Context: an optimization exercise on an open-source flow, tuned for small area, a short achievable clock period and few clock cycles per item. The choices shown serve that exercise and are no tape-out recipe. RTL that was checked went through simulation tests only; none was proved equivalent to the original. Only the layout flow was run in runs 4 to 7; the RTL was not checked for function there. Power figures rest on the tool's default switching activity, not on a simulated workload.

## design.v

```verilog
module mesi_engine (
    input  wire        clk,
    input  wire        rst,             
    input  wire        req_valid,
    output wire        req_ready,
    input  wire [1:0]  req_core,
    input  wire        req_write,       
    input  wire [31:0] req_addr,
    output reg         rsp_valid,
    output reg         rsp_hit,
    output reg  [1:0]  rsp_state,       
    output reg         rsp_evict,       
    output reg         rsp_writeback,   
    output reg  [31:0] rsp_victim_addr, 
    output reg         rsp_upgrade,     
    output reg         rsp_provided,    
    output reg  [1:0]  rsp_source,      
    output reg         rsp_snoop_wb,    
    output reg  [1:0]  rsp_inval,       
    output reg  [7:0]  rsp_stall        
);
    localparam TAG_W = 26;
    localparam [1:0] ST_I = 2'b00, ST_S = 2'b01, ST_E = 2'b10, ST_M = 2'b11;
    assign req_ready = 1'b1;
    reg [TAG_W*64-1:0] tag_q;
    reg [2*64-1:0]     state_q;
    reg [6*16-1:0]     lru_q;
    reg [15:0]      lw_oh;      
    reg [1:0]       lw_s;
    reg [TAG_W-1:0] lw_t;
    reg             v1;
    reg [1:0]       c1;
    reg             w1;
    reg [TAG_W-1:0] t1;
    reg [1:0]       s1;
    always @(posedge clk) begin
        v1 <= !rst && req_valid;
        c1 <= req_core;
        w1 <= req_write;
        t1 <= req_addr[31:6];
        s1 <= req_addr[5:4];
    end
    reg             v2;
    reg [1:0]       c2;
    reg             w2;
    reg [TAG_W-1:0] t2;
    reg [1:0]       s2;
    reg [15:0]      m2;         
    reg [TAG_W-1:0] own2 [0:3]; 
    reg             ss2;        
    reg [3:0]       c2oh;       
    reg             st2;        
    reg [1:0]       sq2  [0:15]; 
    reg [5:0]       lq2  [0:3];  
    reg [TAG_W-1:0] lt [0:15];
    integer i, k;
    always @* begin
        for (i = 0; i < 16; i = i + 1)
        begin
            lt[i] = {TAG_W{1'b0}};
            for (k = 0; k < 4; k = k + 1)
                if (s1 == k[1:0])
                    lt[i] = tag_q[{i[3:2], k[1:0], i[1:0]}*TAG_W +: TAG_W];
        end
    end
    always @(posedge clk) begin
        v2  <= !rst && v1;
        c2  <= c1;
        w2  <= w1;
        t2  <= t1;
        s2  <= s1;
        for (i = 0; i < 16; i = i + 1)
            m2[i] <= (lw_oh[i] && lw_s == s1) ?
                     (lw_t == t1) : (lt[i] == t1);
        for (i = 0; i < 4; i = i + 1)
            own2[i] <= lt[{c1, i[1:0]}];
        ss2 <= (s1 == s2);
        c2oh <= 4'b0001 << c1;
        st2 <= (t1 == t2);
    end
    reg [1:0]  st   [0:15];    
    reg [15:0] vm;             
    reg [1:0]  pst  [0:3];     
    reg [3:0]  pv;             
    reg [3:0]  pm;             
    reg [3:0]  pp;             
    reg [3:0]  own_vm;         
    reg        hit;
    reg [1:0]  hit_state;
    reg [5:0]  lru;
    reg [3:0]  vic [0:3];
    reg [3:0]  vic_oh;
    reg [1:0]  victim;
    reg        victim_valid;
    reg        victim_m;
    reg [TAG_W-1:0] vtag;
    reg [3:0]  sup;            
    reg        provided;
    reg [1:0]  source;
    reg        any_peer;
    reg        snoop_wb;
    reg [1:0]  copies;
    reg [1:0]  miss_state;
    reg [1:0]  new_state;
    reg [3:0]  touch_oh;
    reg [7:0]  stall;
    reg        upgrade;
    reg [1:0]  nst  [0:15];    
    reg [5:0]  nlru;
    integer c, w;
    always @* begin
        for (i = 0; i < 16; i = i + 1) begin
            st[i] = sq2[i];
            vm[i] = (st[i] != ST_I) && ((ss2 && lw_oh[i]) ? st2 : m2[i]);
        end
        for (c = 0; c < 4; c = c + 1) begin
            pst[c] = ST_I;
            for (w = 0; w < 4; w = w + 1)
                if (vm[c*4+w])
                    pst[c] = pst[c] | st[c*4+w];
            pv[c] = vm[c*4] | vm[c*4+1] | vm[c*4+2] | vm[c*4+3];
            pp[c] = pv[c] && !c2oh[c];
            pm[c] = pp[c] && pst[c] == ST_M;
        end
        own_vm = 4'b0000;
        hit_state = ST_I;
        for (c = 0; c < 4; c = c + 1)
            if (c2oh[c]) begin
                own_vm    = own_vm | vm[c*4 +: 4];
                hit_state = hit_state | pst[c];
            end
        hit = |own_vm;
        for (c = 0; c < 4; c = c + 1) begin
            lru = lq2[c];
            if (st[c*4+0] == ST_I)      vic[c] = 4'b0001;
            else if (st[c*4+1] == ST_I) vic[c] = 4'b0010;
            else if (st[c*4+2] == ST_I) vic[c] = 4'b0100;
            else if (st[c*4+3] == ST_I) vic[c] = 4'b1000;
            else vic[c] = {lru[2] & lru[4] & lru[5],
                           lru[1] & lru[3] & !lru[5],
                           lru[0] & !lru[3] & !lru[4],
                           !lru[0] & !lru[1] & !lru[2]};
        end
        vic_oh = 4'b0000;
        lru = 6'd0;
        for (c = 0; c < 4; c = c + 1)
            if (c2oh[c]) begin
                vic_oh = vic_oh | vic[c];
                lru    = lru | lq2[c];
            end
        victim = {vic_oh[3] | vic_oh[2], vic_oh[3] | vic_oh[1]};
        victim_valid = 1'b0;
        victim_m     = 1'b0;
        vtag = {TAG_W{1'b0}};
        for (w = 0; w < 4; w = w + 1)
            if (vic_oh[w]) vtag = vtag | own2[w];
        for (i = 0; i < 16; i = i + 1)
            if (c2oh[i/4] && vic_oh[i%4]) begin
                victim_valid = victim_valid | (st[i] != ST_I);
                victim_m     = victim_m | (st[i] == ST_M);
            end
        any_peer = |pp;
        sup      = w2 ? pm : pp;
        provided = !hit && |sup;
        source   = sup[0] ? 2'd0 : sup[1] ? 2'd1 : sup[2] ? 2'd2 : 2'd3;
        snoop_wb = !hit && |pm;
        case (pp)
            4'b0000:                                     copies = 2'd0;
            4'b0001, 4'b0010, 4'b0100, 4'b1000:          copies = 2'd1;
            4'b0111, 4'b1011, 4'b1101, 4'b1110, 4'b1111: copies = 2'd3;
            default:                                     copies = 2'd2;
        endcase
        upgrade = hit && w2 && hit_state == ST_S;
        miss_state = w2 ? ST_M : (any_peer ? ST_S : ST_E);
        new_state  = hit ? (w2 ? ST_M : hit_state) : miss_state;
        touch_oh   = hit ? own_vm : vic_oh;
        case ({hit, victim_m, |sup})
            3'b000:  stall = 8'd100;
            3'b001:  stall = 8'd8;
            3'b010:  stall = 8'd200;
            3'b011:  stall = 8'd108;
            default: stall = 8'd0;
        endcase
        for (i = 0; i < 16; i = i + 1) begin
            nst[i] = st[i];
            if (c2oh[i/4]) begin
                if (vm[i])
                    nst[i] = w2 ? ST_M : st[i];
                else if (!hit && vic_oh[i%4])
                    nst[i] = miss_state;
            end else if (vm[i]) begin
                nst[i] = w2 ? ST_I : ST_S;
            end
        end
        nlru = lru;
        if (touch_oh[0]) begin nlru[0] = 1'b1; nlru[1] = 1'b1; nlru[2] = 1'b1; end
        if (touch_oh[1]) begin nlru[0] = 1'b0; nlru[3] = 1'b1; nlru[4] = 1'b1; end
        if (touch_oh[2]) begin nlru[1] = 1'b0; nlru[3] = 1'b0; nlru[5] = 1'b1; end
        if (touch_oh[3]) begin nlru[2] = 1'b0; nlru[4] = 1'b0; nlru[5] = 1'b0; end
    end
    integer l;
    always @(posedge clk) begin
        if (rst) begin
            for (l = 0; l < 64; l = l + 1)
                state_q[l*2 +: 2] <= ST_I;
        end else if (v2) begin
            for (i = 0; i < 16; i = i + 1)
                for (k = 0; k < 4; k = k + 1)
                    if (s2 == k[1:0])
                        state_q[{i[3:2], k[1:0], i[1:0]}*2 +: 2] <= nst[i];
        end
        if (v2) begin
            for (k = 0; k < 16; k = k + 1)
                if ({c2, s2} == k[3:0])
                    lru_q[k*6 +: 6] <= nlru;
        end
        for (i = 0; i < 16; i = i + 1)
            lw_oh[i] <= !rst && v2 && !hit && c2oh[i/4] && vic_oh[i%4];
        lw_s <= s2;
        lw_t <= t2;
        for (i = 0; i < 16; i = i + 1)
            for (k = 0; k < 4; k = k + 1)
                if (lw_oh[i] && lw_s == k[1:0])
                    tag_q[{i[3:2], k[1:0], i[1:0]}*TAG_W +: TAG_W] <= lw_t;
        rsp_valid       <= !rst && v2;
        rsp_hit         <= hit;
        rsp_state       <= new_state;
        rsp_evict       <= !hit && victim_valid;
        rsp_writeback   <= !hit && victim_m;
        rsp_victim_addr <= {vtag, s2, 4'b0000};
        rsp_upgrade     <= upgrade;
        rsp_provided    <= provided;
        rsp_source      <= source;
        rsp_snoop_wb    <= snoop_wb;
        rsp_inval       <= hit ? {1'b0, upgrade} : (w2 ? copies : 2'd0);
        rsp_stall       <= stall;
    end
    reg [1:0] sr [0:15];
    reg [5:0] lr [0:3];
    always @* begin
        for (i = 0; i < 16; i = i + 1) begin
            sr[i] = ST_I;
            for (k = 0; k < 4; k = k + 1)
                if (s1 == k[1:0])
                    sr[i] = state_q[{i[3:2], k[1:0], i[1:0]}*2 +: 2];
        end
        for (c = 0; c < 4; c = c + 1) begin
            lr[c] = 6'd0;
            for (k = 0; k < 4; k = k + 1)
                if (s1 == k[1:0])
                    lr[c] = lru_q[{c[1:0], k[1:0]}*6 +: 6];
        end
    end
    always @(posedge clk) begin
        for (i = 0; i < 16; i = i + 1)
            sq2[i] <= (v2 && s1 == s2) ? nst[i] : sr[i];
        for (c = 0; c < 4; c = c + 1)
            lq2[c] <= (v2 && s1 == s2 && c2 == c[1:0]) ? nlru : lr[c];
    end
endmodule
```

## flow/run.sh

```bash
#!/bin/bash
# Standard synthesis, then the standard layout steps with a tighter setup
# target for the resizer's timing repair (the SDC is unchanged).
set -euo pipefail
bash standard.sh synth > synth.log 2>&1
bash standard.sh SETUP_SLACK_MARGIN=8.5 finish > layout.log 2>&1
```

## standard.sh

```bash
#!/bin/bash
# synth_recipe.tcl (not shown) runs the flow's synth.tcl, then flattens the netlist and writes it again
# the make line also repeats each setting of config.mk as NAME=value (left out here)
make -C /OpenROAD-flow-scripts/flow DESIGN_CONFIG=/design/flow/config.mk WORK_HOME=/design/flow/orfs CLKGATE_MAP_FILE= SYNTH_SCRIPT=/design/flow/synth_recipe.tcl "${@:-finish}"
```

## constraint.sdc

```tcl
create_clock -name core_clock -period 12.0 [get_ports {clk}]
set_input_delay 2.4000 -clock core_clock [delete_from_list [all_inputs] [get_ports {clk}]]
set_output_delay 2.4000 -clock core_clock [all_outputs]
set_load 0.01 [all_outputs]
```

## config.mk

```make
export PLATFORM = sky130hd
export DESIGN_NAME = mesi_engine
export DESIGN_NICKNAME = mesi_engine
export VERILOG_FILES = /design/flow/design.v
export SDC_FILE = /design/flow/constraint.sdc
export NUM_CORES = 4
export LEC_CHECK = 0
export CAP_MARGIN = 20
export CORE_MARGIN = 2
export CORE_UTILIZATION = 40
export SLEW_MARGIN = 20
```

==> results of run 1 <==
[logic make-up after synthesis]
kind of cell               after synthesis
adders and majority gates                3
DFF                                   2221
buffers and inverters                  331
and+or+nand+nor                        685
AOI/OAI and AO/OA                      570
muxes                                  605
xor gates and xnor gates               474
other                                    2
[area by class of cell]
type	instances	area [um2]
tap	2871	3590
sequential	2221	62200
multi-input combinational	2347	25100
inverter	16	60.1
timing repair buffer	268	2620
clock buffer	298	6140
antenna	8	20.0
clock inverter	120	1130
fill	18600	118000
[critical path, cell delays in order, from the launching register on]
cell and delay (ps):
dfxtp_4 350, buf_12 140, buf_8 130
[per-layer routing]
metal / global-route usage / wire length (um) / vias up
met1: 0.321 / 107000 / 25800
met3: 0.0313 / 18900 / 422
li1: - / - / 20000
met4: 0.0925 / 11100 / 4
met5: 0 / 22 / -
met2: 0.351 / 119000 / 2125
[sequential cells by signal, indices dropped and copies added (netlist names), 26 cells and up]
name             flops
tag_q             1664
own2               104
state_q            128
rsp_victim_addr     27
sq2                 32
t1                  26
lw_t                26
lru_q               96
t2                  26
[stage by stage]
step	worst slack (ps)	std cells	cell area (um2)
2_1_floorplan	8530	4897	88200
3_3_place_gp	6910	7695	92700
3_5_place_dp	6730	7696	92700
4_1_cts	8010	8137	101000
5_1_grt	8020	8143	101000
6_report	8070	8149	101000
[layout by cell type, fill, tap and decap left out, drive strengths merged, types with 41 or more instances in the layout]
cell / n
edfxtp: 1760
mux4: 576
dfxtp: 461
xnor2: 309
clkbuf: 298
buf: 228
xor2: 165
nand2: 164
o21ai: 147
nor2: 145
a21oi: 123
clkinv: 100
nand4: 96
a22oi: 70
nor4: 62
and2: 55
a31oi: 45
nor3: 44
and3: 41
[repair_timing]
| action | in CTS | in global routing |
|---|---|---|
| pin swaps | 4 | 2 |
| gates cloned | 10 | 0 |
| gates resized for setup | 288 | 69 |
| setup endpoints to repair | 466 | 273 |
| hold endpoints to repair | 0 | 0 |
| buffers inserted | 13 | 4 |
| hold buffers | 0 | 0 |
[worst min path at each step]
| stage | startpoint | endpoint | slack (ps) | cells past startpoint |
|---|---|---|---|---|
| after floorplan | w1$_DFF_P_ | w2$_DFF_P_ | 310 | 0 |
| after global placement | w1$_DFF_P_ | w2$_DFF_P_ | 320 | 0 |
| after detailed placement | w1$_DFF_P_ | w2$_DFF_P_ | 320 | 0 |
| after CTS | t2[8]$_DFF_P_ | lw_t[8]$_DFF_P_ | 330 | 0 |
| after global routing | w1$_DFF_P_ | w2$_DFF_P_ | 340 | 0 |
| final | t2[7]$_DFF_P_ | lw_t[7]$_DFF_P_ | 330 | 0 |
[report_power, final]
| part | switching (W) | internal (W) |
|---|---|---|
| Sequential | 0.0000642 | 0.00839 |
| Clock | 0.00301 | 0.00385 |
| Combinational | 0.000683 | 0.000396 |
==> results.sh, run 1 <==
export IMPL_cts_max_level=4
export IMPL_fin_util=0.460
export IMPL_grt_usage=0.226
export IMPL_cts_tree="done"
export IMPL_end_kind="primary output"
export IMPL_tightest_slew_ps=1230
export IMPL_avgSynthCellArea_um2=18.0
export IMPL_yosysTopAreaCell="edfxtp_1"
export IMPL_avgRoutedWirePerCell_um=31.5
export IMPL_ioPinCount=92
export IMPL_die_width_um=473
export IMPL_total_leakage_power_nw=32.4
export IMPL_numClockSinks=2221
export IMPL_r2r_start="sq2[14][1]$_DFF_P_"
export IMPL_dieArea_um2=224000
export IMPL_layout_drive_gt1_share=0.261
export IMPL_cts_root_buf="clkbuf_16"
export IMPL_yosys_top_cells_count="edfxtp_1 (1760), mux4_2 (576), dfxtp_1 (461)"
export IMPL_rows=172
export IMPL_grt_max_degree=94
export IMPL_drc_errors=0
export IMPL_synthXorXnorAreaFrac=0.0471
export IMPL_dr_pass1_iters=6
export IMPL_synth_simple_gate_area_share=0.0393
export IMPL_r2r_slack_ps=8410
export IMPL_max_slew_margin_rel=0.178
export IMPL_outcome="no timing/DRC/antenna violations"
export IMPL_p_total_w=0.0164
export IMPL_ys_types=82
export IMPL_peakVddDrop_v=0.000128
export IMPL_dp_final_hpwl_um=156000
export IMPL_drtAntennaViolNets=0
export IMPL_cts_inserted_buffers=225
export IMPL_drt_iter0_markers=6710
export IMPL_reg2reg_to="rsp_victim_addr[29]$_DFF_P_"
export IMPL_dr_total_vias=48300
export IMPL_io_buffers=79
export IMPL_finalNetCount=5120
export IMPL_synth_cells=4891
export IMPL_synth_compound_area_frac=0.0427
export IMPL_fmax_mhz=255
export IMPL_rsz0062_at_grt="true"
export IMPL_hold_viol=0
export IMPL_synth_adder_area_share=0.000426
export IMPL_yosysTopAreaCellShare=0.599
export IMPL_drt_total_wl_um=256000
export IMPL_grt_pass1_wl_um=359000
export IMPL_die_y_um=473
export IMPL_cts_path_max_buffers=3
export IMPL_clk_latency_ps=900
export IMPL_synth_edff_count=1760
export IMPL_routed_via_density=5.92
export IMPL_finalSetupTns_ps=0
export IMPL_yosysSeqAreaShare=0.704
export IMPL_grt_pass1_vias=47100
export IMPL_fin_crit_ps=3930
export IMPL_power_density_nw_per_um2=163
export IMPL_gp_congestion=0.949
export IMPL_synth_top_family_by_area="multiplexers"
export IMPL_crit_end="rsp_victim_addr[4]"
export IMPL_synth_warnings=11
export IMPL_worst_setup_path_start_kind="register"
export IMPL_synthTopCellsByArea="edfxtp_1 (60%), mux4_2 (15%), dfxtp_1 (10%)"
export IMPL_arrival_ps=1530
export IMPL_fin_crit_sh=0.327
export IMPL_async_reset_ff_frac=0
export IMPL_ys_seq_elements=2221
export IMPL_required_ps=9600
export IMPL_globalRoute_totalOverflow=0
export IMPL_drv_slew=0
export IMPL_cap_violations=0
export IMPL_coreArea_um2=219000
export IMPL_holdWs_ps=332
export IMPL_clk_pin_slew_ps=60
export IMPL_start_util=0.402
export IMPL_yosysMostFrequentCell="edfxtp_1"
export IMPL_setup_viol=0
export IMPL_critPathLaunch="lw_s[0]$_DFF_P_"
export IMPL_syn_area_um2=88200
export IMPL_areaGrowthSynthToFinish_pct=14.4
export IMPL_skew_ps=77.7
export IMPL_worst_path_max_fanout=2
export IMPL_worstHoldPathType="register to register"
export IMPL_muxShareOfSynthArea=0.151
export IMPL_crit_type="register to primary output"
export IMPL_synth_ff_type="edfxtp_1"
export IMPL_antenna_found_initial=14
export IMPL_reg2reg_depth=7
Testbench counts, summed over its fixed seeds: cycles 32,024, items 32,000.
==> run 2, diff against run 1 <==
--- a/config.mk
+++ b/config.mk
@@ -7,5 +7,5 @@
 export LEC_CHECK = 0
 export CAP_MARGIN = 20
 export CORE_MARGIN = 2
-export CORE_UTILIZATION = 40
+export CORE_UTILIZATION = 60
 export SLEW_MARGIN = 20
==> run 2 against run 1 <==
Still clean on timing, DRC and antenna. Worst hold slack improved by 5.1 ps. Cell area is 0.97% lower. Combinational power is essentially flat. Clock skew fell by 31 ps. Power up 0.37%. First-iteration DRC count is 5.4% lower. Core utilization increased by 23 points. Critical endpoint is now rsp_victim_addr[5]. Highest routed layer unchanged.
==> results.sh, run 2 <==
export IMPL_dp_final_hpwl_um=162000
export IMPL_path_buf_inv=2
export IMPL_hold_start="w1$_DFF_P_"
export IMPL_largest_reg_flops=1664
export IMPL_setup_viol=0
export IMPL_tightest_slew_ps=1040
export IMPL_grt_pass1_vias=47500
export IMPL_cts_root_buf="clkbuf_16"
export IMPL_dieArea_um2=150000
export IMPL_critical_path_top_delay_family="flip-flops"
export IMPL_yosys_top_cells_count="edfxtp_1 (1760), mux4_2 (576), dfxtp_1 (461)"
export IMPL_critPathSlowestCell="dfxtp_4"
export IMPL_ys_types=82
export IMPL_hold_viol=0
export IMPL_final_common_cell="edfxtp_1"
export IMPL_r2r_start="ss2$_DFF_P_"
export IMPL_yosysMostFrequentCell="edfxtp_1"
export IMPL_synth_ff_type="edfxtp_1"
export IMPL_fillers=9538
export IMPL_fin_cells=7187
export IMPL_power_density_nw_per_um2=165
export IMPL_final_cell_mix="edfxtp_1 (1760), mux4_2 (576), dfxtp_1 (362)"
export IMPL_hold_path_endpoint="w2$_DFF_P_"
export IMPL_async_reset_ff_frac=0
export IMPL_worst_setup_path_start_kind="register"
export IMPL_drt_iter0_markers=6349
export IMPL_required_ps=9600
export IMPL_yosysSeqAreaShare=0.704
export IMPL_drt_total_wl_um=263000
export IMPL_seq_area_um2=62300
export IMPL_skew_ps=46.3
export IMPL_rows=140
export IMPL_cts_tree="done"
export IMPL_finalNetCount=5117
export IMPL_max_stage_delay_ps=350
export IMPL_clk_pin_slew_ps=60
export IMPL_max_slew_margin_rel=0.299
export IMPL_rsz0062_at_grt="true"
export IMPL_total_leakage_power_nw=32.4
export IMPL_io_buffers=79
export IMPL_gp_congestion=0.971
export IMPL_grt_pass1_wl_um=366000
export IMPL_fmax_mhz=262
export IMPL_drtAntennaViolNets=0
export IMPL_cts_path_max_buffers=3
export IMPL_antenna_found_initial=20
export IMPL_reg2reg_depth=9
export IMPL_worst_path_max_fanout=2
export IMPL_die_y_um=387
export IMPL_crit_type="register to primary output"
export IMPL_cts_max_level=4
export IMPL_coreArea_um2=146000
export IMPL_syn_area_um2=88200
export IMPL_globalRoute_totalOverflow=0
export IMPL_ys_seq_elements=2221
export IMPL_avgSynthCellArea_um2=18.0
export IMPL_routed_via_density=6.84
export IMPL_reg2reg_to="sq2[6][1]$_DFF_P_"
export IMPL_fin_util=0.685
export IMPL_synth_edff_count=1760
export IMPL_avgRoutedWirePerCell_um=36.5
export IMPL_die_width_um=387
export IMPL_synth_warnings=11
export IMPL_end_kind="primary output"
export IMPL_outcome="no timing/DRC/antenna violations"
export IMPL_ioPinCount=92
export IMPL_drv_slew=0
export IMPL_fin_crit_ps=3810
export IMPL_path_cells="buf_12 > buf_6"
export IMPL_cts_inserted_buffers=216
export IMPL_holdWs_ps=337
export IMPL_numClockSinks=2221
export IMPL_finalSetupTns_ps=0
export IMPL_peakVddDrop_v=0.000176
export IMPL_start_util=0.605
export IMPL_multi_input_area_um2=25200
export IMPL_r2r_slack_ps=8450
export IMPL_dr_pass1_iters=5
export IMPL_worstHoldPathType="register to register"
export IMPL_synth_cells=4891
export IMPL_synthTopCellsByArea="edfxtp_1 (60%), mux4_2 (15%), dfxtp_1 (10%)"
export IMPL_grt_max_degree=97
export IMPL_yosysTopAreaCell="edfxtp_1"
export IMPL_dp_cells=6749
export IMPL_arrival_ps=1410
export IMPL_clk_latency_ps=830
export IMPL_worstHoldPathCells=0
export IMPL_grt_usage=0.351
export IMPL_areaGrowthSynthToFinish_pct=13.3
export IMPL_cap_violations=0
export IMPL_layout_drive_gt1_share=0.264
export IMPL_p_total_w=0.0165
export IMPL_fin_crit_sh=0.318
export IMPL_dr_total_vias=49200
export IMPL_yosysTopAreaCellShare=0.599
export IMPL_drc_errors=0
[run 2: through the flow]
stage,area (um2),worst slack (ps)
final,99900,8190
after floorplan,88200,8530
after global routing,99900,8140
after global placement,91500,7100
after detailed placement,91500,7100
after CTS,99600,8150
[run 2: where the power goes]
group | internal (W) | leakage, nW | switching [W] | total [W]
sequential | 0.00839 | 19.6 | 0.000105 | 0.00850
combinational | 0.000398 | 9.19 | 0.000669 | 0.00107
clock | 0.00399 | 3.59 | 0.00290 | 0.00689
[run 2: worst max path at each step]
stage / start / endpoint / slack, ps / cells after the start
2_1_floorplan: rst / state_q[24]$_SDFFE_PP0P_ / 8530 / 6
3_3_place_gp: s1[0]$_DFF_P_ / m2[15]$_DFF_P_ / 7100 / 7
3_5_place_dp: s1[0]$_DFF_P_ / m2[15]$_DFF_P_ / 7100 / 7
4_1_cts: rsp_victim_addr[5]$_DFF_P_ / rsp_victim_addr[5] / 8150 / 2
5_1_grt: rsp_victim_addr[5]$_DFF_P_ / rsp_victim_addr[5] / 8140 / 2
6_report: rsp_victim_addr[5]$_DFF_P_ / rsp_victim_addr[5] / 8190 / 2
[run 2: timing repair]
item | CTS | global route
endpoints found under the setup margin | 404 | 208
pin swaps | 7 | 3
gates resized for setup | 345 | 64
cloned | 6 | 1
hold buffers | 0 | 0
buffers inserted | 19 | 0
[run 2: layout make-up]
type | instances | area share
Multi-Input combinational cell | 2347 | 0.252
Clock buffer | 298 | 0.0623
Timing Repair Buffer | 274 | 0.0268
Antenna cell | 3 | 0.0000752
Clock inverter | 111 | 0.0109
Sequential cell | 2221 | 0.623
Inverter | 16 | 0.000601
Tap cell | 1917 | 0.0240
[run 2: logic make-up (layout without fill, tap and decap cells)]
family	Yosys count	count (layout)	share of synthesized area
AOI/OAI and AO/OA	570	572	0.0427
xor gates and xnor gates	474	474	0.0471
adders and majority gates	3	3	0.000426
buffers and inverters	331	699	0.0155
DFF	2221	2221	0.704
muxes	605	605	0.151
other	2	11	0.0000852
and+or+nand+nor	685	685	0.0393
[run 2: metal layers]
| layer | track usage | vias to the layer above | part of all wire | wire length, um |
|---|---|---|---|---|
| met2 | 0.532 | 2993 | 0.46 | 121000 |
| met3 | 0.0856 | 499 | 0.11 | 28600 |
| li1 | - | 19900 | - | - |
| met5 | 0 | - | 0.00015 | 39 |
| met1 | 0.495 | 25700 | 0.38 | 101000 |
| met4 | 0.146 | 6 | 0.047 | 12400 |
[run 2: worst reg2reg max path: cells and delay by family, from the launching register on]
family / cells / cell delay, ps
and+or+nand+nor: 4 / 1590
AOI/OAI and AO/OA: 3 / 860
muxes: 1 / 390
DFF: 1 / 330
buffers and inverters: 1 / 180
==> run 3, diff against run 2 <==
==> flow/run.sh (replaced) <==
#!/bin/bash
# Standard synthesis, then the standard layout steps with a tighter setup
# target for the resizer's timing repair (the SDC is unchanged) and larger
# clock-tree sink clusters without dummy loads.
set -euo pipefail
bash standard.sh synth > synth.log 2>&1
bash standard.sh SETUP_SLACK_MARGIN=8.5 \
  "CTS_ARGS=-sink_clustering_enable -repair_clock_nets -dont_use_dummy_load -sink_clustering_size 30 -sink_clustering_max_diameter 80" \
  finish > layout.log 2>&1
==> run 3 against run 2 <==
Routed wire length decreased by 1.1%. Cell area decreased by 4.8%. Synthesized cell count unchanged. Via count decreased by 2.3%. Sequential share of layout area increased by 3.1 points. Clock power decreased by 46%. Worst hold slack got worse by 2.2 ps. Combinational power about the same. Area after synthesis unchanged. Non-clock buffer count increased by 4. Count of clock-buffer cells in the layout decreased by 198.
==> results.sh, run 3 <==
export IMPL_rows=140
export IMPL_critical_path_top_delay_family="flip-flops"
export IMPL_hold_start="t2[0]$_DFF_P_"
export IMPL_finalSetupTns_ps=0
export IMPL_r2r_slack_ps=8440
export IMPL_final_common_cell="edfxtp_1"
export IMPL_synth_cells=4891
export IMPL_dp_final_hpwl_um=162000
export IMPL_end_kind="primary output"
export IMPL_critPathLaunch="rsp_victim_addr[5]$_DFF_P_"
export IMPL_cts_hold_buffers=0
export IMPL_async_reset_ff_frac=0
export IMPL_required_ps=9600
export IMPL_clk_latency_ps=770
export IMPL_cts_max_level=3
export IMPL_grt_usage=0.345
export IMPL_ioPinCount=92
export IMPL_grt_pass1_wl_um=360000
export IMPL_dr_total_vias=48000
export IMPL_areaGrowthSynthToFinish_pct=7.87
export IMPL_total_leakage_power_nw=30.1
export IMPL_fin_crit_ps=3700
export IMPL_finalNetCount=5006
export IMPL_avgRoutedWirePerCell_um=37.7
export IMPL_yosysMostFrequentCell="edfxtp_1"
export IMPL_layout_drive_gt1_share=0.235
export IMPL_yosysTopAreaCell="edfxtp_1"
export IMPL_grt_pass1_vias=46000
export IMPL_cts_path_max_buffers=3
export IMPL_die_width_um=387
export IMPL_yosys_top_cells_count="edfxtp_1 (1760), mux4_2 (576), dfxtp_1 (461)"
export IMPL_numClockSinks=2221
export IMPL_outcome="no timing/DRC/antenna violations"
export IMPL_gp_congestion=0.971
export IMPL_arrival_ps=1300
export IMPL_path_cells="buf_12 > buf_6"
export IMPL_largest_reg_flops=1664
export IMPL_max_stage_delay_ps=350
export IMPL_yosysSeqAreaShare=0.704
export IMPL_worst_path_max_fanout=2
export IMPL_synth_warnings=11
export IMPL_cts_root_buf="clkbuf_16"
export IMPL_crit_type="register to primary output"
export IMPL_setup_viol=0
export IMPL_skew_ps=110
export IMPL_max_slew_margin_rel=0.286
export IMPL_peakVddDrop_v=0.000163
export IMPL_start_util=0.605
export IMPL_critPathSlowestCell="dfxtp_4"
export IMPL_fmax_mhz=270
export IMPL_ys_types=82
export IMPL_avgSynthCellArea_um2=18.0
export IMPL_dr_pass1_iters=7
export IMPL_power_density_nw_per_um2=140
export IMPL_synthTopCellsByArea="edfxtp_1 (60%), mux4_2 (15%), dfxtp_1 (10%)"
export IMPL_drt_total_wl_um=260000
export IMPL_synth_edff_count=1760
export IMPL_fin_crit_sh=0.309
export IMPL_routed_via_density=6.97
export IMPL_drtAntennaViolNets=0
export IMPL_die_y_um=387
export IMPL_dieArea_um2=150000
export IMPL_worstHoldPathType="register to register"
export IMPL_holdWs_ps=335
export IMPL_cap_violations=0
export IMPL_tightest_slew_ps=1070
export IMPL_rsz0062_at_grt="true"
export IMPL_ys_seq_elements=2221
export IMPL_syn_area_um2=88200
export IMPL_final_cell_mix="edfxtp_1 (1760), mux4_2 (576), dfxtp_1 (362)"
export IMPL_synth_ff_type="edfxtp_1"
export IMPL_drc_errors=0
export IMPL_path_buf_inv=2
export IMPL_globalRoute_totalOverflow=0
export IMPL_cts_inserted_buffers=100
export IMPL_r2r_start="sq2[0][1]$_DFF_P_"
export IMPL_cts_tree="done"
export IMPL_drt_iter0_markers=6427
export IMPL_antenna_found_initial=17
export IMPL_hold_viol=0
export IMPL_coreArea_um2=146000
export IMPL_clk_pin_slew_ps=110
export IMPL_drv_slew=0
export IMPL_worst_setup_path_start_kind="register"
export IMPL_yosysTopAreaCellShare=0.599
export IMPL_grt_max_degree=94
export IMPL_io_buffers=79
## run 3: cell counts after synthesis
Identical to the previous run, type by type.
## run 3: through the flow
stage / utilization / instances / area (um2) / total power [W] / worst slack (ps)
6_report: 0.653 / 6889 / 95100 / 0.0133 / 8300
5_1_grt: 0.652 / 6880 / 95100 / 0.0136 / 8270
4_1_cts: 0.651 / 6877 / 94900 / 0.0133 / 8270
3_5_place_dp: 0.628 / 6749 / 91500 / 0.00965 / 7100
3_3_place_gp: 0.628 / 6749 / 91500 / 0.00964 / 7100
2_1_floorplan: - / 4897 / 88200 / 0.00921 / 8530
## run 3: area by class of cell
type                       count  area, um2
antenna                        9       22.5
clock buffer                 100       2500
fill                        9984      50600
inverter                      16       60.1
multi-input combinational   2348      25200
sequential                  2221      62300
tap                         1917       2400
timing repair buffer         278       2700
## run 3: kinds of logic (layout without fill, tap and decap cells)
| logic type | after synthesis | in the layout | share of synthesized area |
|---|---|---|---|
| flip-flops | 2221 | 2221 | 0.704 |
| AND/OR/NAND/NOR | 685 | 686 | 0.0393 |
| multiplexers | 605 | 605 | 0.151 |
| AO/OA/AOI/OAI | 570 | 572 | 0.0427 |
| XOR/XNOR | 474 | 474 | 0.0471 |
| buffers and inverters | 331 | 394 | 0.0155 |
| adder cells (fa/ha/maj) | 3 | 3 | 0.000426 |
| other | 2 | 17 | 0.0000852 |
## run 3: path summary, 6_finish.rpt
path                                      end  cells past startpoint
setup / recovery           rsp_victim_addr[5]                      2
hold reg to reg               lw_t[0]$_DFF_P_                      0
hold / removal                lw_t[0]$_DFF_P_                      0
setup reg to reg  rsp_victim_addr[28]$_DFF_P_                      7
## run 3: timing repair
| item | in CTS | in global routing |
|---|---|---|
| resized for setup | 350 | 51 |
| buffers inserted | 21 | 1 |
| pin swaps | 6 | 4 |
| setup endpoints to repair | 403 | 218 |
| cloned | 7 | 2 |
## run 3: routing by layer
metal | share of wire | global-route usage | vias up | wire length [um]
met4 | 0.046 | 0.134 | 2 | 12000
met3 | 0.11 | 0.0720 | 442 | 27700
met1 | 0.39 | 0.496 | 25200 | 100000
met5 | 0.000038 | 0 | - | 10
li1 | - | - | 19500 | -
met2 | 0.46 | 0.528 | 2869 | 120000
## run 3: worst register-to-register path, cell delays in order, from the launching register on
cell and delay (ps):
dfxtp_1 840, inv_1 200, a32oi_1 230, nand3_1 110, or4_4 660, buf_4 340
a22oi_1 720, nand2_1 300
## run 3: report_power, final
part / switching [W] / total, W / internal (W) / leakage [nW]
combinational: 0.000670 / 0.00107 / 0.000399 / 9.23
clock: 0.00223 / 0.00372 / 0.00149 / 1.23
sequential: 0.000101 / 0.00848 / 0.00838 / 19.6
==> run 4, diff against run 3 <==
--- a/design.v
+++ b/design.v
@@ -26,8 +26,6 @@
     reg [2*64-1:0]     state_q;
     reg [6*16-1:0]     lru_q;
     reg [15:0]      lw_oh;      
-    reg [1:0]       lw_s;
-    reg [TAG_W-1:0] lw_t;
     reg             v1;
     reg [1:0]       c1;
     reg             w1;
@@ -70,8 +68,7 @@
         t2  <= t1;
         s2  <= s1;
         for (i = 0; i < 16; i = i + 1)
-            m2[i] <= (lw_oh[i] && lw_s == s1) ?
-                     (lw_t == t1) : (lt[i] == t1);
+            m2[i] <= (lt[i] == t1);
         for (i = 0; i < 4; i = i + 1)
             own2[i] <= lt[{c1, i[1:0]}];
         ss2 <= (s1 == s2);
@@ -216,12 +213,10 @@
         end
         for (i = 0; i < 16; i = i + 1)
             lw_oh[i] <= !rst && v2 && !hit && c2oh[i/4] && vic_oh[i%4];
-        lw_s <= s2;
-        lw_t <= t2;
-        for (i = 0; i < 16; i = i + 1)
-            for (k = 0; k < 4; k = k + 1)
-                if (lw_oh[i] && lw_s == k[1:0])
-                    tag_q[{i[3:2], k[1:0], i[1:0]}*TAG_W +: TAG_W] <= lw_t;
+        for (i = 0; i < 16; i = i + 1)
+            for (k = 0; k < 4; k = k + 1)
+                if (v2 && !hit && c2oh[i/4] && vic_oh[i%4] && s2 == k[1:0])
+                    tag_q[{i[3:2], k[1:0], i[1:0]}*TAG_W +: TAG_W] <= t2;
         rsp_valid       <= !rst && v2;
         rsp_hit         <= hit;
         rsp_state       <= new_state;
==> run 4 against run 3 <==
Global-route usage increased by 1.4 points. Via count increased by 2.7%. Synthesized cell count decreased by 0.35%. Final cell count increased by 1.0%. Cell area increased by 1.6%. Die area decreased by 0.72%. Area after synthesis decreased by 0.73%. First-iteration DRC count increased by 6.1%. Largest cell class unchanged.
==> results.sh, run 4 <==
export IMPL_outcome="no timing/DRC/antenna violations"
export IMPL_synth_edff_count=1760
export IMPL_routed_via_density=7.09
export IMPL_avgRoutedWirePerCell_um=38.3
export IMPL_muxShareOfSynthArea=0.152
export IMPL_clk_latency_ps=790
export IMPL_avgSynthCellArea_um2=18.0
export IMPL_cts_hold_buffers=0
export IMPL_crit_type="register to primary output"
export IMPL_skew_ps=135
export IMPL_die_width_um=386
export IMPL_use_met2=0.545
export IMPL_synthTopCellsByArea="edfxtp_1 (60%), mux4_2 (15%), dfxtp_1 (9.9%)"
export IMPL_setup_viol=0
export IMPL_cts_path_max_buffers=3
export IMPL_critPathLaunch="rsp_victim_addr[27]$_DFF_P_"
export IMPL_yosysTopAreaCellShare=0.604
export IMPL_synth_adder_area_share=0.000429
export IMPL_cap_violations=0
export IMPL_busiest_layer="met2"
export IMPL_fmax_mhz=271
export IMPL_synth_warnings=11
export IMPL_peakVddDrop_v=0.000129
export IMPL_rsz0062_at_grt="true"
export IMPL_finalNetCount=5082
export IMPL_path_cells="buf_6"
export IMPL_coreArea_um2=145000
export IMPL_syn_area_um2=87500
export IMPL_largest_reg_flops=1664
export IMPL_tightest_slew_ps=1190
export IMPL_p_sw_frac=0.227
export IMPL_numClockSinks=2195
export IMPL_path_buf_inv=1
export IMPL_seq_power_share=0.636
export IMPL_hold_start="w1$_DFF_P_"
export IMPL_cts_max_level=3
export IMPL_dr_total_vias=49300
export IMPL_fin_crit_sh=0.307
export IMPL_power_density_nw_per_um2=136
export IMPL_drv_slew=0
export IMPL_ys_types=78
export IMPL_dieArea_um2=149000
export IMPL_total_leakage_power_nw=30.3
export IMPL_async_reset_ff_frac=0
export IMPL_clockPowerShare=0.283
export IMPL_grt_pass1_wl_um=366000
export IMPL_antenna_found_initial=12
export IMPL_yosysMostFrequentCell="edfxtp_1"
export IMPL_fin_area_um2=96600
export IMPL_drc_errors=0
export IMPL_required_ps=9600
export IMPL_ioPinCount=92
export IMPL_drt_total_wl_um=267000
export IMPL_grt_max_degree=116
export IMPL_max_stage_delay_ps=410
export IMPL_cts_root_buf="clkbuf_16"
export IMPL_grt_usage=0.360
export IMPL_worst_path_max_fanout=1
export IMPL_cts_inserted_buffers=101
export IMPL_fin_crit_ps=3680
export IMPL_layout_drive_gt1_share=0.256
export IMPL_globalRoute_totalOverflow=0
export IMPL_io_buffers=79
export IMPL_placed_cell_area_um2=91200
export IMPL_worstHoldPathType="register to register"
export IMPL_internal_power_w=0.0102
export IMPL_switchingPower_w=0.00298
export IMPL_synth_cells=4874
export IMPL_critical_path_top_delay_family="flip-flops"
export IMPL_start_util=0.603
export IMPL_p_comb_frac=0.080
export IMPL_drt_iter0_markers=6820
export IMPL_die_y_um=386
export IMPL_cts_tree="done"
export IMPL_worst_setup_path_start_kind="register"
export IMPL_fin_cells=6961
export IMPL_dr_pass1_iters=6
export IMPL_r2r_start="s2[1]$_DFF_P_"
export IMPL_synth_ff_type="edfxtp_1"
export IMPL_final_common_cell="edfxtp_1"
export IMPL_hold_viol=0
export IMPL_synth_top_family_by_area="multiplexers"
export IMPL_clk_pin_slew_ps=110
export IMPL_yosysTopAreaCell="edfxtp_1"
export IMPL_finalSetupTns_ps=0
export IMPL_ys_seq_elements=2195
export IMPL_grt_pass1_vias=46600
export IMPL_grt_use_met1=0.512
export IMPL_yosys_top_cells_count="edfxtp_1 (1760), mux4_2 (576), dfxtp_1 (435)"
export IMPL_dp_cells=6686
export IMPL_synthXorXnorAreaFrac=0.0445
export IMPL_synth_simple_gate_area_share=0.0459
export IMPL_final_cell_mix="edfxtp_1 (1760), mux4_2 (576), dfxtp_1 (354)"
export IMPL_synth_compound_area_frac=0.0382
export IMPL_dp_final_hpwl_um=155000
export IMPL_arrival_ps=1280
export IMPL_yosysSeqAreaShare=0.703
export IMPL_grt_use_met3=0.0699
export IMPL_critPathSlowestCell="dfxtp_4"
export IMPL_drtAntennaViolNets=0
export IMPL_end_kind="primary output"
export IMPL_areaGrowthSynthToFinish_pct=10.4
export IMPL_rows=140
export IMPL_fillers=9762
export IMPL_gp_congestion=0.970
export IMPL_max_slew_margin_rel=0.209
-- run 4: changes by cell type in the layout (fill, tap and decap cells not counted), moves of 33 or more --
cell     previous run  this run
o21ai_0           126        84
xnor2_1           308       171
nand3_1            30        66
a21oi_1           119        74
nand4_1            96        49
and2_1             52        11
buf_12             11        65
nor2_4              1       109
or3_1               2        35
xor2_1            165       274
-- run 4: power groups by stage --
stage	Sequential [W]	Clock (W)	Combinational (W)
final	0.00837	0.00372	0.00106
after global routing	0.00837	0.00399	0.00109
after CTS	0.00836	0.00376	0.00103
after detailed placement	0.00854	0	0.000993
after global placement	0.00854	0	0.000986
after floorplan	0.00853	0	0.000559
-- run 4: routing by layer --
layer | part of all wire | vias up | wire length, um
met5 | 0.00017 | - | 46
met4 | 0.057 | 8 | 15100
met3 | 0.10 | 563 | 27900
met2 | 0.46 | 3049 | 123000
met1 | 0.38 | 26000 | 101000
li1 | - | 19700 | -
-- run 4: worst paths after layout --
path / end / slack (ps) / cells after the start
setup / recovery: rsp_victim_addr[27] / 8320 / 1
hold / removal: w2$_DFF_P_ / 340 / 0
setup reg to reg: tag_q[1522]$_DFFE_PP_ / 8380 / 3
hold reg to reg: w2$_DFF_P_ / 340 / 0
-- run 4: area by class of cell --
class	count	area (um2)	share of cell area
Multi-Input combinational cell	2394	26000	0.269
Antenna cell	5	12.5	0.000130
Inverter	13	48.8	0.000505
Timing Repair Buffer	336	3950	0.0409
Tap cell	1917	2400	0.0248
Clock buffer	101	2530	0.0262
Sequential cell	2195	61700	0.639
-- run 4: kinds of logic after synthesis --
group	Yosys count
flip-flops	2195
AND/OR/NAND/NOR	796
multiplexers	606
AO/OA/AOI/OAI	492
XOR/XNOR	445
buffers and inverters	335
adder cells (fa/ha/maj)	3
other	2
-- run 4: metrics by stage --
step	setup WS [ps]	power, W	utilization	hold slack [ps]
3_3_place_gp	7070	0.00952	0.627	318
4_1_cts	8310	0.0131	0.662	347
2_1_floorplan	8430	0.00909	-	310
6_report	8320	0.0131	0.665	343
3_5_place_dp	7000	0.00953	0.628	327
5_1_grt	8310	0.0135	0.665	348
-- run 4: what timing repair did --
action / CTS / global route
pin swaps: 58 / 4
resized for setup: 360 / 66
cloned: 47 / 2
setup buffers: 110 / 5
setup endpoints to repair: 2026 / 1459
==> run 5, diff against run 4 <==
--- a/flow/run.sh
+++ b/flow/run.sh
@@ -4,6 +4,6 @@
 # clock-tree sink clusters without dummy loads.
 set -euo pipefail
 bash standard.sh synth > synth.log 2>&1
-bash standard.sh SETUP_SLACK_MARGIN=8.5 \
+bash standard.sh SETUP_SLACK_MARGIN=8.3 \
   "CTS_ARGS=-sink_clustering_enable -repair_clock_nets -dont_use_dummy_load -sink_clustering_size 30 -sink_clustering_max_diameter 80" \
   finish > layout.log 2>&1
==> run 5 against run 4 <==
Die area is the same. Area after synthesis stayed put. Still clean. Count of clock-buffer cells in the layout did not move. Clock power hardly changed. Sequential cell count unchanged. Global-route usage is 0.099 points lower. Clock skew fell by 6.2 ps. Largest power group unchanged. Power shrank 0.18%. Combinational power is essentially flat. Sequential power about the same.
==> results.sh, run 5 <==
export IMPL_outcome="no timing/DRC/antenna violations"
export IMPL_layout_drive_gt1_share=0.246
export IMPL_ys_seq_elements=2195
export IMPL_start_util=0.603
export IMPL_yosysSeqAreaShare=0.703
export IMPL_avgRoutedWirePerCell_um=38.2
export IMPL_required_ps=12380
export IMPL_grt_usage=0.359
export IMPL_gp_congestion=0.970
export IMPL_worst_setup_path_start_kind="register"
export IMPL_final_common_cell="edfxtp_1"
export IMPL_clk_latency_ps=780
export IMPL_cts_root_buf="clkbuf_16"
export IMPL_cts_max_level=3
export IMPL_met1_length_um=100000
export IMPL_numClockSinks=2195
export IMPL_areaGrowthSynthToFinish_pct=9.68
export IMPL_arrival_ps=4150
export IMPL_syn_area_um2=87500
export IMPL_rows=140
export IMPL_fin_crit_sh=0.315
export IMPL_max_stage_delay_ps=960
export IMPL_setup_viol=0
export IMPL_cts_inserted_buffers=101
export IMPL_ioPinCount=92
export IMPL_tightest_slew_ps=1230
export IMPL_ys_types=78
export IMPL_cap_violations=0
export IMPL_dp_slack_ps=7000
export IMPL_max_slew_margin_rel=0.178
export IMPL_total_leakage_power_nw=30.1
export IMPL_worst_path_max_fanout=13
export IMPL_worst_slack_ps=8220
export IMPL_io_buffers=79
export IMPL_finalSetupTns_ps=0
export IMPL_fin_crit_ps=3780
export IMPL_synth_ff_type="edfxtp_1"
export IMPL_drt_iter0_markers=6535
export IMPL_yosysTopAreaCellShare=0.604
export IMPL_yosysTopAreaCell="edfxtp_1"
export IMPL_fillers=9859
export IMPL_crit_type="register to register"
export IMPL_avgSynthCellArea_um2=18.0
export IMPL_grt_pass1_vias=46600
export IMPL_drc_errors=0
export IMPL_fin_area_um2=96000
export IMPL_peakVddDrop_v=0.000128
export IMPL_path_cells="nor2b_1 > nand3_1 > nor2_4"
export IMPL_synth_warnings=11
export IMPL_rsz0062_at_grt="true"
export IMPL_final_cell_mix="edfxtp_1 (1760), mux4_2 (576), dfxtp_1 (368)"
export IMPL_grt_max_degree=116
export IMPL_drt_total_wl_um=266000
export IMPL_met2_length_um=122000
export IMPL_cts_tree="done"
export IMPL_die_width_um=386
export IMPL_finalNetCount=5069
export IMPL_cts_path_max_buffers=3
export IMPL_top_layer="met5"
export IMPL_clk_pin_slew_ps=120
export IMPL_placed_cell_area_um2=91200
export IMPL_hold_viol=0
export IMPL_dp_cells=6686
export IMPL_dr_total_vias=49100
export IMPL_drtAntennaViolNets=0
export IMPL_routed_via_density=7.07
export IMPL_synthTopCellsByArea="edfxtp_1 (60%), mux4_2 (15%), dfxtp_1 (9.9%)"
export IMPL_dieArea_um2=149000
export IMPL_multi_input_area_um2=25800
export IMPL_power_density_nw_per_um2=137
export IMPL_synth_edff_count=1760
export IMPL_synth_cells=4874
export IMPL_worstHoldPathType="register to register"
export IMPL_skew_ps=128
export IMPL_path_buf_inv=0
export IMPL_largest_reg_flops=1664
export IMPL_route_met3_wl_um=28100
export IMPL_grt_pass1_wl_um=365000
export IMPL_fin_cells=6945
export IMPL_critPathSlowestCell="nand3_1"
export IMPL_async_reset_ff_frac=0
export IMPL_globalRoute_totalOverflow=0
export IMPL_yosys_top_cells_count="edfxtp_1 (1760), mux4_2 (576), dfxtp_1 (435)"
export IMPL_coreArea_um2=145000
export IMPL_seq_area_um2=61700
export IMPL_fmax_mhz=265
export IMPL_end_kind="register"
export IMPL_critical_path_top_delay_family="simple AND/OR/NAND/NOR gates"
export IMPL_dr_pass1_iters=6
export IMPL_drv_slew=0
export IMPL_antenna_found_initial=12
export IMPL_dp_final_hpwl_um=155000
export IMPL_die_y_um=386
export IMPL_yosysMostFrequentCell="edfxtp_1"
-- run 5: report_power, final --
part	total (W)	switching (W)	internal [W]	leakage, nW
sequential	0.00837	0.0000790	0.00829	19.4
combinational	0.00103	0.000671	0.000363	9.40
clock	0.00372	0.00222	0.00150	1.24
total	0.0131	0.00297	0.0102	30.1
-- run 5: repair_timing --
action / 4_1_cts / 5_1_grt
buffers inserted: 97 / 2
endpoints found under the setup margin: 1968 / 1413
hold buffers: 0 / 0
pin swaps: 56 / 2
gates cloned: 47 / 0
resized for setup: 277 / 37
-- run 5: path summary, 6_finish.rpt --
kind / from / end / slack, ps / cells after the start
setup / recovery: s2[0]$_DFF_P_ / tag_q[569]$_DFFE_PP_ / 8220 / 3
hold / removal: w1$_DFF_P_ / w2$_DFF_P_ / 340 / 0
setup reg to reg: s2[0]$_DFF_P_ / tag_q[569]$_DFFE_PP_ / 8220 / 3
hold reg to reg: w1$_DFF_P_ / w2$_DFF_P_ / 340 / 0
-- run 5: cell families (layout without fill, tap and decap cells) --
| group | after synthesis | after routing | share of synthesized area |
|---|---|---|---|
| DFF | 2195 | 2195 | 0.703 |
| AOI/OAI and AO/OA | 492 | 492 | 0.0382 |
| adders and majority gates | 3 | 3 | 0.000429 |
| and+or+nand+nor | 796 | 840 | 0.0459 |
| other | 2 | 10 | 0.0000858 |
| buffers and inverters | 335 | 437 | 0.0155 |
| muxes | 606 | 606 | 0.152 |
| xor gates and xnor gates | 445 | 445 | 0.0445 |
-- run 5: final cells by class --
class                   count  area share
clock buffers             101      0.0263
repair buffers            323      0.0366
well taps                1917      0.0250
inverters                  13    0.000508
diodes                      2   0.0000521
flip-flops and latches   2195       0.642
multi-input cells        2394       0.269
-- run 5: through the flow --
step | hold WS [ps] | total power (W) | util
floorplan | 310 | 0.00909 | -
global placement | 318 | 0.00952 | 0.627
detailed placement | 327 | 0.00953 | 0.628
CTS | 347 | 0.0131 | 0.659
global route | 348 | 0.0134 | 0.661
finish | 342 | 0.0131 | 0.661
-- run 5: layer usage --
| metal | vias up | global-route usage |
|---|---|---|
| met5 | - | 0 |
| met4 | 10 | 0.165 |
| met3 | 566 | 0.0715 |
| met2 | 2988 | 0.547 |
| met1 | 25900 | 0.506 |
| li1 | 19700 | - |
==> run 6, diff against run 5 <==
--- a/flow/run.sh
+++ b/flow/run.sh
@@ -4,6 +4,6 @@
 # clock-tree sink clusters without dummy loads.
 set -euo pipefail
 bash standard.sh synth > synth.log 2>&1
-bash standard.sh SETUP_SLACK_MARGIN=8.3 \
+bash standard.sh SETUP_SLACK_MARGIN=8.15 \
   "CTS_ARGS=-sink_clustering_enable -repair_clock_nets -dont_use_dummy_load -sink_clustering_size 30 -sink_clustering_max_diameter 80" \
   finish > layout.log 2>&1
==> run 6 against run 5 <==
Now fails the layout checks on capacitance limit, slew limit. Maximum frequency down 8.0%. Routed wire length down 1.5%. Via count fell by 0.69%. Sequential share of layout area grew 0.13 points. Cell area is 0.23% lower. Die area did not move. Sequential power hardly changed. First-iteration DRC count increased by 3.2%. Area after synthesis stayed put. Register-to-register slack got worse by 330 ps. Sequential cell count unchanged. Synthesized cell count unchanged. Critical path type unchanged. Largest power group unchanged. Highest routed layer unchanged.
==> results.sh, run 6 <==
export IMPL_yosysMostFrequentCell="edfxtp_1"
export IMPL_drc_errors=0
export IMPL_grt_usage=0.352
export IMPL_hold_path_endpoint="w2$_DFF_P_"
export IMPL_synth_compound_area_frac=0.0382
export IMPL_avgRoutedWirePerCell_um=37.8
export IMPL_crit_type="register to register"
export IMPL_ys_types=78
export IMPL_yosysTopAreaCell="edfxtp_1"
export IMPL_max_slew_margin_rel=-0.0196
export IMPL_skew_ps=133
export IMPL_coreArea_um2=145000
export IMPL_numClockSinks=2195
export IMPL_r2r_start="s2[1]$_DFF_P_"
export IMPL_required_ps=12400
export IMPL_io_buffers=79
export IMPL_drt_iter0_markers=6741
export IMPL_ioPinCount=92
export IMPL_setup_viol=0
export IMPL_worstHoldPathCells=0
export IMPL_async_reset_ff_frac=0
export IMPL_tightest_slew_ps=1520
export IMPL_drv_slew=7
export IMPL_hold_viol=0
export IMPL_grt_pass1_wl_um=359000
export IMPL_ys_seq_elements=2195
export IMPL_grt_max_degree=116
export IMPL_muxShareOfSynthArea=0.152
export IMPL_dr_total_vias=48700
export IMPL_dieArea_um2=149000
export IMPL_routed_via_density=7.04
export IMPL_worstHoldPathType="register to register"
export IMPL_rows=140
export IMPL_fin_crit_sh=0.342
export IMPL_die_y_um=386
export IMPL_avgSynthCellArea_um2=18.0
export IMPL_p_total_w=0.0131
export IMPL_final_cell_mix="edfxtp_1 (1760), mux4_2 (576), dfxtp_1 (375)"
export IMPL_finalSetupTns_ps=0
export IMPL_areaGrowthSynthToFinish_pct=9.42
export IMPL_synth_top_family_by_area="multiplexers"
export IMPL_start_util=0.603
export IMPL_synth_adder_area_share=0.000429
export IMPL_total_leakage_power_nw=30.0
export IMPL_layout_drive_gt1_share=0.233
export IMPL_placed_cell_area_um2=91200
export IMPL_finalNetCount=5053
export IMPL_reg2reg_depth=3
export IMPL_worst_setup_path_start_kind="register"
export IMPL_rsz0062_at_grt="true"
export IMPL_cap_violations=1
export IMPL_synthXorXnorAreaFrac=0.0445
export IMPL_fin_cells=6929
export IMPL_cts_inserted_buffers=101
export IMPL_drtAntennaViolNets=0
export IMPL_globalRoute_totalOverflow=0
export IMPL_power_density_nw_per_um2=137
export IMPL_synth_ff_type="edfxtp_1"
export IMPL_arrival_ps=4510
export IMPL_r2r_slack_ps=7900
export IMPL_synth_edff_count=1760
export IMPL_antenna_found_initial=16
export IMPL_holdWs_ps=342
export IMPL_fmax_mhz=244
export IMPL_dr_pass1_iters=8
export IMPL_yosysTopAreaCellShare=0.604
export IMPL_grt_pass1_vias=46000
export IMPL_cts_path_max_buffers=3
export IMPL_dp_cells=6686
export IMPL_dp_final_hpwl_um=155000
export IMPL_syn_area_um2=87500
export IMPL_cts_max_level=3
export IMPL_worst_path_max_fanout=13
export IMPL_fin_area_um2=95800
export IMPL_cts_tree="done"
export IMPL_synth_simple_gate_area_share=0.0459
export IMPL_yosys_top_cells_count="edfxtp_1 (1760), mux4_2 (576), dfxtp_1 (435)"
export IMPL_final_common_cell="edfxtp_1"
export IMPL_fin_crit_ps=4100
export IMPL_reg2reg_to="tag_q[658]$_DFFE_PP_"
export IMPL_clk_pin_slew_ps=110
export IMPL_cts_hold_buffers=0
export IMPL_synthTopCellsByArea="edfxtp_1 (60%), mux4_2 (15%), dfxtp_1 (9.9%)"
export IMPL_hold_start="w1$_DFF_P_"
export IMPL_yosysSeqAreaShare=0.703
export IMPL_drt_total_wl_um=262000
export IMPL_die_width_um=386
export IMPL_synth_cells=4874
export IMPL_clk_latency_ps=790
export IMPL_cts_root_buf="clkbuf_16"
export IMPL_peakVddDrop_v=0.000129
export IMPL_outcome="complete, but fails checks"
export IMPL_end_kind="register"
export IMPL_gp_congestion=0.970
export IMPL_synth_warnings=11
export IMPL_largest_reg_flops=1664
export IMPL_violations="capacitance limit, slew limit"
## run 6: where the power goes
part / switching (W) / total, W / internal, W
Clock: 0.00222 / 0.00373 / 0.00150
Combinational: 0.000665 / 0.00103 / 0.000362
Sequential: 0.0000790 / 0.00837 / 0.00829
Total: 0.00297 / 0.0131 / 0.0102
## run 6: layer usage
layer  vias up  GRT usage  wire length (um)
li1      19600          -                 -
met1     25800      0.500             99700
met2      2859      0.541            122000
met3       482     0.0660             26500
met4        10      0.150             13500
met5         -          0                57
## run 6: layout make-up
| type | instances | area (um2) |
|---|---|---|
| inverters | 13 | 48.8 |
| multi-input cells | 2388 | 25700 |
| clock buffers | 101 | 2530 |
| flip-flops and latches | 2195 | 61600 |
| repair buffers | 313 | 3440 |
| well taps | 1917 | 2400 |
| fillers | 9879 | 49400 |
| diodes | 2 | 5.00 |
## run 6: worst max path at each step
stage,from,to,cells after the start
floorplan,ss2$_DFF_P_,tag_q[312]$_DFFE_PP_,11
global placement,ss2$_DFF_P_,tag_q[210]$_DFFE_PP_,8
detailed placement,ss2$_DFF_P_,tag_q[314]$_DFFE_PP_,8
CTS,st2$_DFF_P_,tag_q[739]$_DFFE_PP_,8
global route,s2[1]$_DFF_P_,tag_q[658]$_DFFE_PP_,3
finish,s2[1]$_DFF_P_,tag_q[658]$_DFFE_PP_,3
## run 6: timing repair
item | 4_1_cts | 5_1_grt
buffers inserted | 59 | 30
gates cloned | 36 | 4
pin swaps | 38 | 15
endpoints found under the setup margin | 1851 | 1340
gates resized for setup | 118 | 31
## run 6: critical path, stage by stage (launching register included)
cell and delay [ps]:
dfxtp_1 750, nor2b_1 690, nand3_1 1020, nor2_2 1290
## run 6: cells by family after synthesis
family          after synthesis
simple gates                796
buf+inv                     335
other cells                   2
mux                         606
compound gates              492
flops                      2195
fa+ha+maj                     3
xor+xnor                    445
## run 6: through the flow
step,setup WS [ps],utilization
6_report,7900,0.660
5_1_grt,8040,0.659
4_1_cts,7860,0.654
3_5_place_dp,7000,0.628
3_3_place_gp,7070,0.627
2_1_floorplan,8430,-
==> run 7, diff against run 6 <==
--- a/design.v
+++ b/design.v
@@ -44,7 +44,7 @@
     reg [TAG_W-1:0] t2;
     reg [1:0]       s2;
     reg [15:0]      m2;         
-    reg [TAG_W-1:0] own2 [0:3]; 
+    reg [TAG_W-1:0] vt2;        
     reg             ss2;        
     reg [3:0]       c2oh;       
     reg             st2;        
@@ -69,8 +69,6 @@
         s2  <= s1;
         for (i = 0; i < 16; i = i + 1)
             m2[i] <= (lt[i] == t1);
-        for (i = 0; i < 4; i = i + 1)
-            own2[i] <= lt[{c1, i[1:0]}];
         ss2 <= (s1 == s2);
         c2oh <= 4'b0001 << c1;
         st2 <= (t1 == t2);
@@ -148,9 +146,7 @@
         victim = {vic_oh[3] | vic_oh[2], vic_oh[3] | vic_oh[1]};
         victim_valid = 1'b0;
         victim_m     = 1'b0;
-        vtag = {TAG_W{1'b0}};
-        for (w = 0; w < 4; w = w + 1)
-            if (vic_oh[w]) vtag = vtag | own2[w];
+        vtag = vt2;
         for (i = 0; i < 16; i = i + 1)
             if (c2oh[i/4] && vic_oh[i%4]) begin
                 victim_valid = victim_valid | (st[i] != ST_I);
@@ -246,7 +242,36 @@
                     lr[c] = lru_q[{c[1:0], k[1:0]}*6 +: 6];
         end
     end
-    always @(posedge clk) begin
+    reg [5:0]       lr_own;
+    reg [3:0]       lru_oh [0:4];
+    reg [3:0]       vsel;
+    reg [TAG_W-1:0] vt;
+    reg [5:0]       um;
+    integer t;
+    always @* begin
+        lr_own = 6'd0;
+        for (c = 0; c < 4; c = c + 1)
+            if (c1 == c[1:0]) lr_own = lr_own | lr[c];
+        for (t = 0; t < 5; t = t + 1) begin
+            um = lr_own;
+            if (t == 0) begin um[0] = 1'b1; um[1] = 1'b1; um[2] = 1'b1; end
+            if (t == 1) begin um[0] = 1'b0; um[3] = 1'b1; um[4] = 1'b1; end
+            if (t == 2) begin um[1] = 1'b0; um[3] = 1'b0; um[5] = 1'b1; end
+            if (t == 3) begin um[2] = 1'b0; um[4] = 1'b0; um[5] = 1'b0; end
+            lru_oh[t] = {um[2] & um[4] & um[5],
+                         um[1] & um[3] & !um[5],
+                         um[0] & !um[3] & !um[4],
+                         !um[0] & !um[1] & !um[2]};
+        end
+        if (v2 && c1 == c2 && s1 == s2)
+            vsel = ({4{touch_oh[0]}} & lru_oh[0]) | ({4{touch_oh[1]}} & lru_oh[1]) |
+                   ({4{touch_oh[2]}} & lru_oh[2]) | ({4{touch_oh[3]}} & lru_oh[3]);
+        else
+            vsel = lru_oh[4];
+        vt = lt[{c1, vsel[3] | vsel[2], vsel[3] | vsel[1]}];
+    end
+    always @(posedge clk) begin
+        vt2 <= vt;
         for (i = 0; i < 16; i = i + 1)
             sq2[i] <= (v2 && s1 == s2) ? nst[i] : sr[i];
         for (c = 0; c < 4; c = c + 1)
--- a/flow/run.sh
+++ b/flow/run.sh
@@ -4,6 +4,6 @@
 # clock-tree sink clusters without dummy loads.
 set -euo pipefail
 bash standard.sh synth > synth.log 2>&1
-bash standard.sh SETUP_SLACK_MARGIN=8.15 \
+bash standard.sh SETUP_SLACK_MARGIN=8.5 \
   "CTS_ARGS=-sink_clustering_enable -repair_clock_nets -dont_use_dummy_load -sink_clustering_size 30 -sink_clustering_max_diameter 80" \
   finish > layout.log 2>&1
==> run 7 against run 6 <==
Now clean on timing, DRC and antenna. Core utilization up 2.4 points. Area after synthesis down 1.8%. Worst hold slack worse by 28 ps. Combinational power up 31%. Maximum frequency down 3.0%. Synthesized cell count up 3.2%.
==> results.sh, run 7 <==
export IMPL_outcome="no timing/DRC/antenna violations"
export IMPL_power_density_nw_per_um2=135
export IMPL_drc_errors=0
export IMPL_skew_ps=106
export IMPL_setup_viol=0
export IMPL_cap_violations=0
export IMPL_r2r_slack_ps=7770
export IMPL_avgSynthCellArea_um2=17.1
export IMPL_synth_cells=5031
export IMPL_clk_pin_slew_ps=110
export IMPL_yosysTopAreaCellShare=0.615
export IMPL_syn_area_um2=86000
export IMPL_worstHoldPathType="register to register"
export IMPL_grt_pass1_wl_um=373000
export IMPL_synth_warnings=11
export IMPL_drt_total_wl_um=273000
export IMPL_ys_types=99
export IMPL_fin_crit_sh=0.353
export IMPL_placed_cell_area_um2=89500
export IMPL_dp_slack_ps=5720
export IMPL_start_util=0.606
export IMPL_fillers=9445
export IMPL_largest_reg_flops=1664
export IMPL_cts_max_level=3
export IMPL_r2r_start="sq2[7][0]$_DFF_P_"
export IMPL_yosys_top_cells_count="edfxtp_1 (1760), mux4_2 (479), dfxtp_1 (357)"
export IMPL_drv_slew=0
export IMPL_coreArea_um2=142000
export IMPL_ys_seq_elements=2117
export IMPL_globalRoute_totalOverflow=0
export IMPL_clk_latency_ps=780
export IMPL_cts_inserted_buffers=100
export IMPL_avgRoutedWirePerCell_um=38.0
export IMPL_cts_root_buf="clkbuf_16"
export IMPL_final_common_cell="edfxtp_1"
export IMPL_fin_area_um2=97000
export IMPL_gp_congestion=0.984
export IMPL_die_y_um=383
export IMPL_finalNetCount=5341
export IMPL_seq_area_um2=60100
export IMPL_arrival_ps=4870
export IMPL_fmax_mhz=236
export IMPL_max_slew_margin_rel=0.221
export IMPL_numClockSinks=2117
export IMPL_synth_ff_type="edfxtp_1"
export IMPL_ioPinCount=92
export IMPL_reg2reg_depth=13
export IMPL_yosysSeqAreaShare=0.698
export IMPL_multi_input_area_um2=26400
export IMPL_yosysMostFrequentCell="edfxtp_1"
export IMPL_cts_hold_buffers=0
export IMPL_worstHoldPathCells=0
export IMPL_routed_via_density=7.02
export IMPL_hold_viol=0
export IMPL_worst_path_max_fanout=25
export IMPL_yosysTopAreaCell="edfxtp_1"
export IMPL_synthTopCellsByArea="edfxtp_1 (61%), mux4_2 (13%), dfxtp_1 (8.3%)"
export IMPL_total_leakage_power_nw=31.0
export IMPL_io_buffers=79
export IMPL_async_reset_ff_frac=0
export IMPL_drtAntennaViolNets=0
export IMPL_cts_tree="done"
export IMPL_peakVddDrop_v=0.000136
export IMPL_worst_setup_path_start_kind="register"
export IMPL_cts_path_max_buffers=3
export IMPL_reg2reg_to="vt2[13]$_DFF_P_"
export IMPL_dr_pass1_iters=6
export IMPL_end_kind="register"
export IMPL_grt_pass1_vias=47600
export IMPL_rsz0062_at_grt="true"
export IMPL_fin_crit_ps=4230
export IMPL_fin_util=0.684
export IMPL_rows=138
export IMPL_dp_final_hpwl_um=161000
export IMPL_grt_usage=0.370
export IMPL_dr_total_vias=50500
export IMPL_drt_iter0_markers=7130
export IMPL_grt_max_degree=120
export IMPL_die_width_um=383
export IMPL_layout_drive_gt1_share=0.288
export IMPL_areaGrowthSynthToFinish_pct=12.8
export IMPL_worst_slack_ps=7770
export IMPL_hold_path_endpoint="rsp_victim_addr[10]$_DFF_P_"
export IMPL_crit_type="register to register"
export IMPL_required_ps=12640
export IMPL_hold_start="vt2[4]$_DFF_P_"
export IMPL_final_cell_mix="edfxtp_1 (1760), mux4_2 (479), xor2_1 (274)"
export IMPL_finalSetupTns_ps=0
export IMPL_dieArea_um2=146000
export IMPL_synth_edff_count=1760
export IMPL_tightest_slew_ps=1170
export IMPL_antenna_found_initial=17
[run 7: cell count changes after synthesis, moves of 29 or more]
cell      change
or3_1        -29
nor2_1       +56
a22o_1       +53
dfxtp_1      -78
a21oi_1      +64
a211oi_1     +44
mux4_2       -97
nand2_1     +144
nand3b_1     -29
[run 7: metrics by stage]
step	power, W	instances	hold slack [ps]
after floorplan	0.00885	5037	310
after global placement	0.00936	6866	314
after detailed placement	0.00937	6867	315
after CTS	0.0131	7134	306
after global routing	0.0134	7188	310
final	0.0131	7190	314
[run 7: kinds of logic (layout without fill, tap and decap cells)]
| logic type | count (synthesis) | after routing | synth area share |
|---|---|---|---|
| flip-flops | 2117 | 2117 | 0.698 |
| AND/OR/NAND/NOR | 911 | 911 | 0.0494 |
| AO/OA/AOI/OAI | 650 | 650 | 0.0544 |
| multiplexers | 556 | 556 | 0.135 |
| XOR/XNOR | 447 | 447 | 0.0455 |
| buffers and inverters | 345 | 606 | 0.0171 |
| adder cells (fa/ha/maj) | 3 | 3 | 0.000437 |
| other | 2 | 10 | 0.0000873 |
[run 7: area by class of cell]
cell class / count / share of cell area
clock buffer: 100 / 0.0258
sequential: 2117 / 0.620
multi-input combinational: 2575 / 0.272
antenna: 2 / 0.0000516
inverter: 18 / 0.000954
timing repair buffer: 488 / 0.0573
tap: 1890 / 0.0244
[run 7: routing by layer]
metal / wire, um / track usage
met4: 16400 / 0.171
met3: 28600 / 0.0657
met2: 129000 / 0.583
met5: 152 / 0.00529
met1: 99500 / 0.510
[run 7: timing repair]
item / in CTS / in global routing
cloned: 32 / 7
resized for setup: 588 / 142
hold endpoints to repair: 0 / 0
pin swaps: 109 / 74
buffers inserted: 135 / 47
setup endpoints to repair: 1933 / 1256
[run 7: power by group]
part	internal, W	switching [W]	total [W]	leakage (nW)
Combinational	0.000508	0.000846	0.00135	11.1
Sequential	0.00802	0.0000810	0.00811	18.8
Clock	0.00149	0.00217	0.00365	1.23
Total	0.0100	0.00309	0.0131	31.0
[run 7: worst max-delay path, stage by stage (launching register included)]
cell	delay [ps]
dfxtp_1	420
or2_2	360
a41o_1	260
a22oi_1	280
o311ai_1	160
buf_4	210
a21o_1	230
o2111ai_2	440
nand2_4	270
nor3_4	250
buf_8	310
nand3_1	280
nand4_1	330
o32a_1	310
[run 7: worst max path at each step]
| stage | cells past startpoint | start | endpoint |
|---|---|---|---|
| final | 13 | sq2[7][0]$_DFF_P_ | vt2[13]$_DFF_P_ |
| after global routing | 17 | ss2$_DFF_P_ | vt2[21]$_DFF_P_ |
| after CTS | 15 | s1[0]$_DFF_P_ | vt2[17]$_DFF_P_ |
| after detailed placement | 9 | s1[0]$_DFF_P_ | vt2[17]$_DFF_P_ |
| after global placement | 9 | s1[0]$_DFF_P_ | vt2[17]$_DFF_P_ |
| after floorplan | 10 | ss2$_DFF_P_ | tag_q[0]$_DFFE_PP_ |

[separate check: timing with driven ports]
How much do the figures lean on ideal ports? The routed layouts below were timed once more, with nothing changed but the port constraints. Step 1: set_driving_cell puts a clkbuf_16 on clk and a buf_2 on each other input, an assumption about the parent block. Step 2 times the ports against the registers' clock, not the clock port: input delays grow and output delays shrink by t, the midpoint of the rising clock arrivals with the driver on. Three values: no drivers, after step 1, after step 2; two values: the first two.
run | shift t [ns] | setup WS [ns]
run 1 | 0.949 | 8.074 / 7.986 / 7.732
run 2 | 0.900 | 8.186 / 8.096 / 7.693
run 3 | 0.806 | 8.297 / 8.209 / 7.876
run 4 | 0.809 | 8.316 / 8.232 / 7.914
run 5 | 0.799 | 8.225 / 8.225 / 7.768
run 6 | 0.805 | 7.896 / 7.896 / 7.764
run 7 | 0.818 | 7.769 / 7.769 / 7.769
